What follows belongs to an exercise in optimizing a design on an open flow for small area, a short achievable clock period and few clock cycles; a production flow would make more cautious choices.
Power figures rest on the tool's default switching activity, not on a simulated workload.

## rev 12
==> flow/design.v <==
module ddp_divider (
    input  wire [29:0] rem,
    input  wire        bit_in,
    output wire [29:0] rem_next,
    output wire        fits
);
    localparam [30:0] NS_PER_SEC = 31'd1000000000;
    wire [30:0] rem_shift = {rem, bit_in};
    wire [31:0] rem_sub   = {1'b0, rem_shift} - {1'b0, NS_PER_SEC};
    assign fits     = !rem_sub[31];
    assign rem_next = fits ? rem_sub[29:0] : rem_shift[29:0];
endmodule
module ddp_hdr_codec (
    input  wire [108:0] ser_hdr,
    output wire [111:0] ser_bytes,    
    output wire [4:0]   ser_len,      
    input  wire [111:0] par_bytes,
    input  wire [15:0]  par_buflen,   
    output wire [108:0] par_hdr,      
    output wire [4:0]   par_len,      
    output wire         par_bad       
);
    wire       s_t      = ser_hdr[108];
    wire [7:0] s_flags  = {3'b010, ser_hdr[108:104]};
    assign ser_bytes = {s_flags, ser_hdr[103:32], s_t ? ser_hdr[31:0] : 32'd0};
    assign ser_len   = s_t ? 5'd14 : 5'd10;
    wire p_t = par_bytes[108];           
    assign par_len = p_t ? 5'd14 : 5'd10;
    assign par_bad = (par_buflen < 16'd10) || (p_t && par_buflen < 16'd14);
    assign par_hdr = {par_bytes[108:104],         
                      par_bytes[103:96],          
                      par_bytes[95:88],           
                      par_bytes[87:80],           
                      par_bytes[79:48],           
                      par_bytes[47:32],           
                      p_t ? par_bytes[31:0] : 32'd0};
endmodule
module ddp_core (
    input  wire         clk,
    input  wire         rst,           
    input  wire         cmd_valid,
    output wire         cmd_ready,
    input  wire [7:0]   cmd_op,
    input  wire [111:0] cmd_data,
    input  wire [15:0]  cmd_len,
    input  wire         cmd_txfail,    
    input  wire [63:0]  cmd_now_sec,   
    input  wire [29:0]  cmd_now_nanos,
    output reg          rsp_valid,
    output reg  [2:0]   rsp_status,
    output reg  [111:0] rsp_data,
    output reg  [15:0]  rsp_len,
    output reg          rsp_mism
);
    localparam [7:0] OP_FLAGS_ENC = 8'h10, OP_FLAGS_DEC = 8'h11,
                     OP_PF_ENC    = 8'h12, OP_PF_DEC    = 8'h13,
                     OP_HDR_SER   = 8'h14, OP_HDR_PARSE = 8'h15,
                     OP_PKT_PARSE = 8'h16,
                     OP_TX_CONFIG = 8'h20, OP_TX_SETDEST = 8'h21,
                     OP_TX_SETOFF = 8'h22, OP_TX_TCON    = 8'h23,
                     OP_TX_TCOFF  = 8'h24, OP_TX_WRITE   = 8'h25,
                     OP_TX_WRITEAT = 8'h26,
                     OP_TC_INSTANT = 8'h40, OP_TC_DELAY  = 8'h41;
    localparam [2:0] ST_OK = 3'd0, ST_MALFORMED = 3'd1, ST_TOO_LARGE = 3'd2,
                     ST_RESERVED = 3'd3, ST_TRANSPORT = 3'd4, ST_ILLEGAL = 3'd5;
    localparam [15:0] MAX_PAYLOAD   = 16'd1440;
    localparam [15:0] EPOCH_LO      = 16'h7E80;    
    reg [4:0]  hdr_flags;     
    reg [7:0]  hdr_seq;
    reg [7:0]  hdr_pf;
    reg [7:0]  hdr_dest;
    reg [31:0] hdr_offset;
    reg [15:0] hdr_length;
    reg [31:0] hdr_tc;
    reg        tc_busy;        
    reg        rdy;            
    assign cmd_ready = rdy;
    wire accept = cmd_valid && rdy;
    reg         s1_valid;
    reg [7:0]   s1_op;
    reg [109:0] s1_data;
    reg [15:0]  s1_len;
    reg         s1_fail;
    always @(posedge clk) begin
        s1_op   <= cmd_op;
        s1_data[63:0] <= cmd_data[63:0];
        if (cmd_op[6] && cmd_op[0])
            s1_data[109:64] <= {cmd_now_sec[15:0], cmd_now_nanos};
        else
            s1_data[109:64] <= {1'b0, cmd_data[108:64]};
        s1_len  <= cmd_len;
        s1_fail <= cmd_txfail;
        if (rst)
            s1_valid <= 1'b0;
        else
            s1_valid <= accept;
    end
    wire [15:0] s1_now_sec   = s1_data[109:94];
    wire [29:0] s1_now_nanos = s1_data[93:64];
    wire op_tc = (s1_op == OP_TC_INSTANT) || (s1_op == OP_TC_DELAY);
    wire [7:0] seq_next = (hdr_seq == 8'd0)  ? 8'd0 :
                          (hdr_seq <= 8'd15) ? hdr_seq + 8'd1 : 8'd1;
    wire [31:0] wr_offset = (s1_op == OP_TX_WRITEAT) ? s1_data[31:0] : hdr_offset;
    wire [108:0] wr_hdr = {hdr_flags, seq_next, hdr_pf, hdr_dest,
                           wr_offset, s1_len, hdr_tc};
    wire [108:0] ser_in = (s1_op == OP_HDR_SER) ? s1_data[108:0] : wr_hdr;
    wire [111:0] ser_bytes;
    wire [4:0]   ser_len;
    wire [108:0] par_hdr;
    wire [4:0]   par_len;
    wire         par_bad;
    ddp_hdr_codec u_codec (
        .ser_hdr    (ser_in),
        .ser_bytes  (ser_bytes),
        .ser_len    (ser_len),
        .par_bytes  ({3'd0, s1_data[108:0]}),
        .par_buflen (s1_len),
        .par_hdr    (par_hdr),
        .par_len    (par_len),
        .par_bad    (par_bad)
    );
    wire [15:0] pkt_declared = par_hdr[47:32];
    wire [15:0] pkt_avail10  = s1_len - 16'd10;
    wire [15:0] pkt_avail14  = s1_len - 16'd14;
    wire        pkt_mism10   = pkt_avail10 < pkt_declared;
    wire        pkt_mism14   = pkt_avail14 < pkt_declared;
    wire        pkt_mism     = s1_data[108] ? pkt_mism14 : pkt_mism10;
    wire [15:0] pkt_paylen   = s1_data[108] ? (pkt_mism14 ? pkt_avail14 : pkt_declared)
                                            : (pkt_mism10 ? pkt_avail10 : pkt_declared);
    wire [63:0] tc_dvd   = rsp_data[63:0];
    wire [29:0] tc_rem   = rsp_data[93:64];
    wire [6:0]  tc_cnt   = rsp_data[100:94];
    wire        tc_carry = rsp_data[101];
    wire [15:0] tc_base  = rsp_len;
    wire [38:0] dly_lo   = {1'b0, s1_data[37:0]} + {9'd0, s1_now_nanos};
    wire [25:0] dly_hi1  = s1_data[63:38] + 26'd1;       
    wire [25:0] dly_hi   = dly_lo[38] ? dly_hi1 : s1_data[63:38];
    wire        dly_neg  = s1_data[63] && !(dly_lo[38] && s1_data[62:38] == 25'h1FFFFFF);
    wire        dly_fast = (s1_data[63:38] == 26'd0) && (s1_data[37:30] != 8'hFF);
    wire        tc_bit = (tc_cnt > 7'd16) && tc_dvd[63];
    wire        tc_last = (tc_cnt == 7'd1);
    wire [29:0] tc_rem_next;
    wire        tc_fits;
    ddp_divider u_div (
        .rem      (tc_rem),
        .bit_in   (tc_bit),
        .rem_next (tc_rem_next),
        .fits     (tc_fits)
    );
    wire [15:0] tc_sec = tc_base + EPOCH_LO + (tc_carry ? tc_dvd[30:15] : 16'd0);
    always @(posedge clk) begin
        rsp_status <= ST_OK;
        rsp_data   <= 112'd0;
        rsp_len    <= 16'd0;
        rsp_mism   <= 1'b0;
        if (tc_busy) begin
            if (tc_last) begin
                rsp_data[31:0] <= {tc_sec, tc_dvd[14:0], tc_fits};
            end else begin
                rsp_data[63:0]   <= {tc_dvd[62:0], tc_fits};
                rsp_data[93:64]  <= tc_rem_next;
                rsp_data[100:94] <= tc_cnt - 7'd1;
                rsp_data[101]    <= tc_carry;
                rsp_len          <= tc_base;
            end
        end else begin
            case (s1_op)
            OP_FLAGS_ENC: rsp_data[7:0] <= {3'b010, s1_data[4:0]};
            OP_FLAGS_DEC: rsp_data[4:0] <= s1_data[4:0];
            OP_PF_ENC:    rsp_data[7:0] <= s1_data[7:0];
            OP_PF_DEC:    rsp_data[7:0] <= s1_data[7:0];
            OP_HDR_SER: begin
                rsp_data <= ser_bytes;
                rsp_len  <= {11'd0, ser_len};
            end
            OP_HDR_PARSE, OP_PKT_PARSE: begin
                if (par_bad) begin
                    rsp_status     <= ST_MALFORMED;
                    rsp_data[15:0] <= s1_len;
                end else begin
                    rsp_data[108:0] <= par_hdr;
                    if (s1_op == OP_HDR_PARSE) begin
                        rsp_len <= {11'd0, par_len};
                    end else begin
                        rsp_len  <= pkt_paylen;
                        rsp_mism <= pkt_mism;
                    end
                end
            end
            OP_TX_CONFIG, OP_TX_SETOFF, OP_TX_TCON, OP_TX_TCOFF: ;
            OP_TX_SETDEST: begin
                if (s1_data[7:0] == 8'd0)
                    rsp_status <= ST_RESERVED;
            end
            OP_TX_WRITE, OP_TX_WRITEAT: begin
                if (s1_len > MAX_PAYLOAD) begin
                    rsp_status     <= ST_TOO_LARGE;
                    rsp_data[15:0] <= s1_len;
                end else if (s1_fail) begin
                    rsp_status <= ST_TRANSPORT;
                end else begin
                    rsp_data <= ser_bytes;
                    rsp_len  <= s1_len + {11'd0, ser_len};
                end
            end
            OP_TC_INSTANT: begin
                rsp_data[100:94] <= 7'd17;
                rsp_data[101]    <= 1'b0;
                rsp_data[93:64]  <= {1'b0, s1_data[93:65]};
                rsp_data[63]     <= s1_data[64];
                rsp_len          <= s1_data[15:0];
            end
            OP_TC_DELAY: begin
                rsp_data[101] <= 1'b1;
                rsp_len       <= s1_now_sec;
                if (dly_fast) begin
                    rsp_data[100:94] <= 7'd25;
                    rsp_data[93:64]  <= {1'b0, dly_lo[37:9]};
                    rsp_data[63:55]  <= dly_lo[8:0];
                end else begin
                    rsp_data[100:94] <= 7'd80;
                    rsp_data[93:64]  <= dly_neg ? 30'd999999999 : 30'd0;
                    rsp_data[63:0]   <= {dly_hi, dly_lo[37:0]};
                end
            end
            default: begin
                rsp_status    <= ST_ILLEGAL;
                rsp_data[7:0] <= s1_op;
            end
            endcase
        end
        if (rst) begin
            hdr_flags    <= 5'b00001;      
            hdr_seq      <= 8'd1;
            hdr_pf       <= 8'h0D;         
            hdr_dest     <= 8'd1;
            hdr_offset   <= 32'd0;
            hdr_length   <= 16'd0;
            hdr_tc       <= 32'd0;
            tc_busy      <= 1'b0;
            rdy          <= 1'b1;
            rsp_valid    <= 1'b0;
        end else begin
            rsp_valid <= s1_valid && !op_tc || tc_busy && tc_last;
            if (tc_busy && tc_last)
                tc_busy <= 1'b0;
            if (accept && (cmd_op == OP_TC_INSTANT || cmd_op == OP_TC_DELAY))
                rdy <= 1'b0;
            else if (tc_busy && tc_cnt == 7'd2)
                rdy <= 1'b1;
            if (s1_valid) begin
                case (s1_op)
                OP_TX_CONFIG: begin
                    hdr_flags  <= s1_data[108:104];
                    hdr_seq    <= s1_data[103:96];
                    hdr_pf     <= s1_data[95:88];
                    hdr_dest   <= s1_data[87:80];
                    hdr_offset <= s1_data[79:48];
                    hdr_length <= s1_data[47:32];
                    hdr_tc     <= s1_data[31:0];
                end
                OP_TX_SETDEST: begin
                    if (s1_data[7:0] != 8'd0)
                        hdr_dest <= s1_data[7:0];
                end
                OP_TX_SETOFF: hdr_offset <= s1_data[31:0];
                OP_TX_TCON: begin
                    hdr_flags[4] <= 1'b1;
                    hdr_tc       <= s1_data[31:0];
                end
                OP_TX_TCOFF: begin
                    hdr_flags[4] <= 1'b0;
                    hdr_tc       <= 32'd0;
                end
                OP_TX_WRITE, OP_TX_WRITEAT: begin
                    if (s1_op == OP_TX_WRITEAT)
                        hdr_offset <= s1_data[31:0];
                    if (s1_len <= MAX_PAYLOAD) begin
                        hdr_seq    <= seq_next;
                        hdr_length <= s1_len;
                    end
                end
                OP_TC_INSTANT, OP_TC_DELAY: tc_busy <= 1'b1;
                default: ;
                endcase
            end
        end
    end
endmodule
export LEC_CHECK = 0
export CAP_MARGIN = 20
export CORE_MARGIN = 2
export CORE_UTILIZATION = 40
export PLACE_DENSITY = 0.6
export SLEW_MARGIN = 20
create_clock -name core_clock -period 10.0 [get_ports {clk}]
standard.sh (not shown) runs the stock make flow with config.mk's settings and CLKGATE_MAP_FILE= SYNTH_SCRIPT=/design/flow/synth_recipe.tcl, a recipe that flattens the netlist after the stock synthesis.
==> flow/flow/run.sh <==
#!/bin/bash
# The standard layout, with a tighter setup target for timing repair
# (the constraints are unchanged) and the smallest buffer on the ports.
bash standard.sh SETUP_SLACK_MARGIN=6.8 "BUFFER_PORTS_ARGS=-buffer_cell sky130_fd_sc_hd__buf_1" finish > standard.log 2>&1
Setup changes, rev 12 to rev 13
--- a/flow/design.v
+++ b/flow/design.v
@@ -80,8 +80,11 @@
     reg [7:0]   s1_op;
     reg [109:0] s1_data;
     reg [15:0]  s1_len;
     reg         s1_fail;
+    reg         s1_lt10, s1_lt14, s1_gt_max, s1_mism10, s1_mism14;
+    wire [16:0] pkt_diff10 = {1'b0, cmd_len} + {1'b1, ~cmd_data[47:32]} + 17'h1FFF7;
+    wire [16:0] pkt_diff14 = {1'b0, cmd_len} + {1'b1, ~cmd_data[47:32]} + 17'h1FFF3;
     always @(posedge clk) begin
         s1_op   <= cmd_op;
         s1_data[63:0] <= cmd_data[63:0];
         if (cmd_op[6] && cmd_op[0])
@@ -89,8 +92,13 @@
         else
             s1_data[109:64] <= {1'b0, cmd_data[108:64]};
         s1_len  <= cmd_len;
         s1_fail <= cmd_txfail;
+        s1_lt10   <= cmd_len < 16'd10;
+        s1_lt14   <= cmd_len < 16'd14;
+        s1_gt_max <= cmd_len > MAX_PAYLOAD;
+        s1_mism10 <= pkt_diff10[16];
+        s1_mism14 <= pkt_diff14[16];
         if (rst)
             s1_valid <= 1'b0;
         else
             s1_valid <= accept;
@@ -118,16 +126,13 @@
         .par_hdr    (par_hdr),
         .par_len    (par_len),
         .par_bad    (par_bad)
     );
+    wire        pkt_t        = s1_data[108];
     wire [15:0] pkt_declared = par_hdr[47:32];
-    wire [15:0] pkt_avail10  = s1_len - 16'd10;
-    wire [15:0] pkt_avail14  = s1_len - 16'd14;
-    wire        pkt_mism10   = pkt_avail10 < pkt_declared;
-    wire        pkt_mism14   = pkt_avail14 < pkt_declared;
-    wire        pkt_mism     = s1_data[108] ? pkt_mism14 : pkt_mism10;
-    wire [15:0] pkt_paylen   = s1_data[108] ? (pkt_mism14 ? pkt_avail14 : pkt_declared)
-                                            : (pkt_mism10 ? pkt_avail10 : pkt_declared);
+    wire        pkt_mism     = pkt_t ? s1_mism14 : s1_mism10;
+    wire [15:0] pkt_paylen   = !pkt_mism ? pkt_declared :
+                               pkt_t ? s1_len - 16'd14 : s1_len - 16'd10;
     wire [63:0] tc_dvd   = rsp_data[63:0];
     wire [29:0] tc_rem   = rsp_data[93:64];
     wire [6:0]  tc_cnt   = rsp_data[100:94];
     wire        tc_carry = rsp_data[101];
@@ -173,9 +178,9 @@
                 rsp_data <= ser_bytes;
                 rsp_len  <= {11'd0, ser_len};
             end
             OP_HDR_PARSE, OP_PKT_PARSE: begin
-                if (par_bad) begin
+                if (s1_lt10 || pkt_t && s1_lt14) begin
                     rsp_status     <= ST_MALFORMED;
                     rsp_data[15:0] <= s1_len;
                 end else begin
                     rsp_data[108:0] <= par_hdr;
@@ -192,16 +197,16 @@
                 if (s1_data[7:0] == 8'd0)
                     rsp_status <= ST_RESERVED;
             end
             OP_TX_WRITE, OP_TX_WRITEAT: begin
-                if (s1_len > MAX_PAYLOAD) begin
+                if (s1_gt_max) begin
                     rsp_status     <= ST_TOO_LARGE;
                     rsp_data[15:0] <= s1_len;
                 end else if (s1_fail) begin
                     rsp_status <= ST_TRANSPORT;
                 end else begin
                     rsp_data <= ser_bytes;
-                    rsp_len  <= s1_len + {11'd0, ser_len};
+                    rsp_len  <= hdr_flags[4] ? s1_len + 16'd14 : s1_len + 16'd10;
                 end
             end
             OP_TC_INSTANT: begin
                 rsp_data[100:94] <= 7'd17;
@@ -274,9 +279,9 @@
                 end
                 OP_TX_WRITE, OP_TX_WRITEAT: begin
                     if (s1_op == OP_TX_WRITEAT)
                         hdr_offset <= s1_data[31:0];
-                    if (s1_len <= MAX_PAYLOAD) begin
+                    if (!s1_gt_max) begin
                         hdr_seq    <= seq_next;
                         hdr_length <= s1_len;
                     end
                 end
Findings:
- Rev 12 has a lower total chip power than rev 13.
- The end point of the critical path comes out rsp_len[14] in one run and s1_mism10 in the other, namely in rev 12 and rev 13 respectively.
- Looking at worst hold margin, rev 13 sits 0.0066 ns lower than rev 12 does.
- Per the comparison of rev 13 with rev 12, die width higher; sequential element share of the synthesized area level.
- Rev 13 ends up with a synthesis-stage register bit count that is 5 higher than in rev 12.
- Rev 13 vs. rev 12: initial core utilization went up by 0.22 points.
- Rev 13: total standard cell area after synthesis higher than rev 12
- Share of synthesized cell area in and, or, nand and nor gates delta (rev 12 -> rev 13): insignificant
- Compared with rev 12, in rev 13 die area went up; total number of sequential cells increased 5; multiplexer share of the synthesized area went up 0.31 points.
No run of this note included a check of the RTL's function; only the layout flow was run.

static timing again, ports no longer ideal:
The results above use ideal ports. As a check the final layouts listed here were re-extracted and re-timed, cells and wires unchanged. Step 1 sets driving cells, clkbuf_16 on the clock port and buf_2 on the other inputs (assumed; they add their load-dependent delay and slew). Step 2 adds t to the input delays and takes it off the output delays; t is the mean of the earliest and latest rising clock arrival at the registers after step 1. Input paths then give back, and output paths get back, about the clock's delay inside the block. a / b / c = ideal ports / drivers / drivers and shift; a / b = the first two.
run | t (ns) | setup WS [ns] | worst setup path at the end | clock arrival spread, ns
rev 12 | 0.641 | 6.278 / 6.278 / 6.278 | register to register | 0.031 / 0.032
rev 13 | 0.635 | 6.263 / 6.272 / 5.637 | input to register | 0.027 / 0.027
After both steps every run listed still meets setup and hold. For rev 13, which loses most, drivers alone change the setup slack by +0.009 ns; drivers and shift together by -0.626 ns.
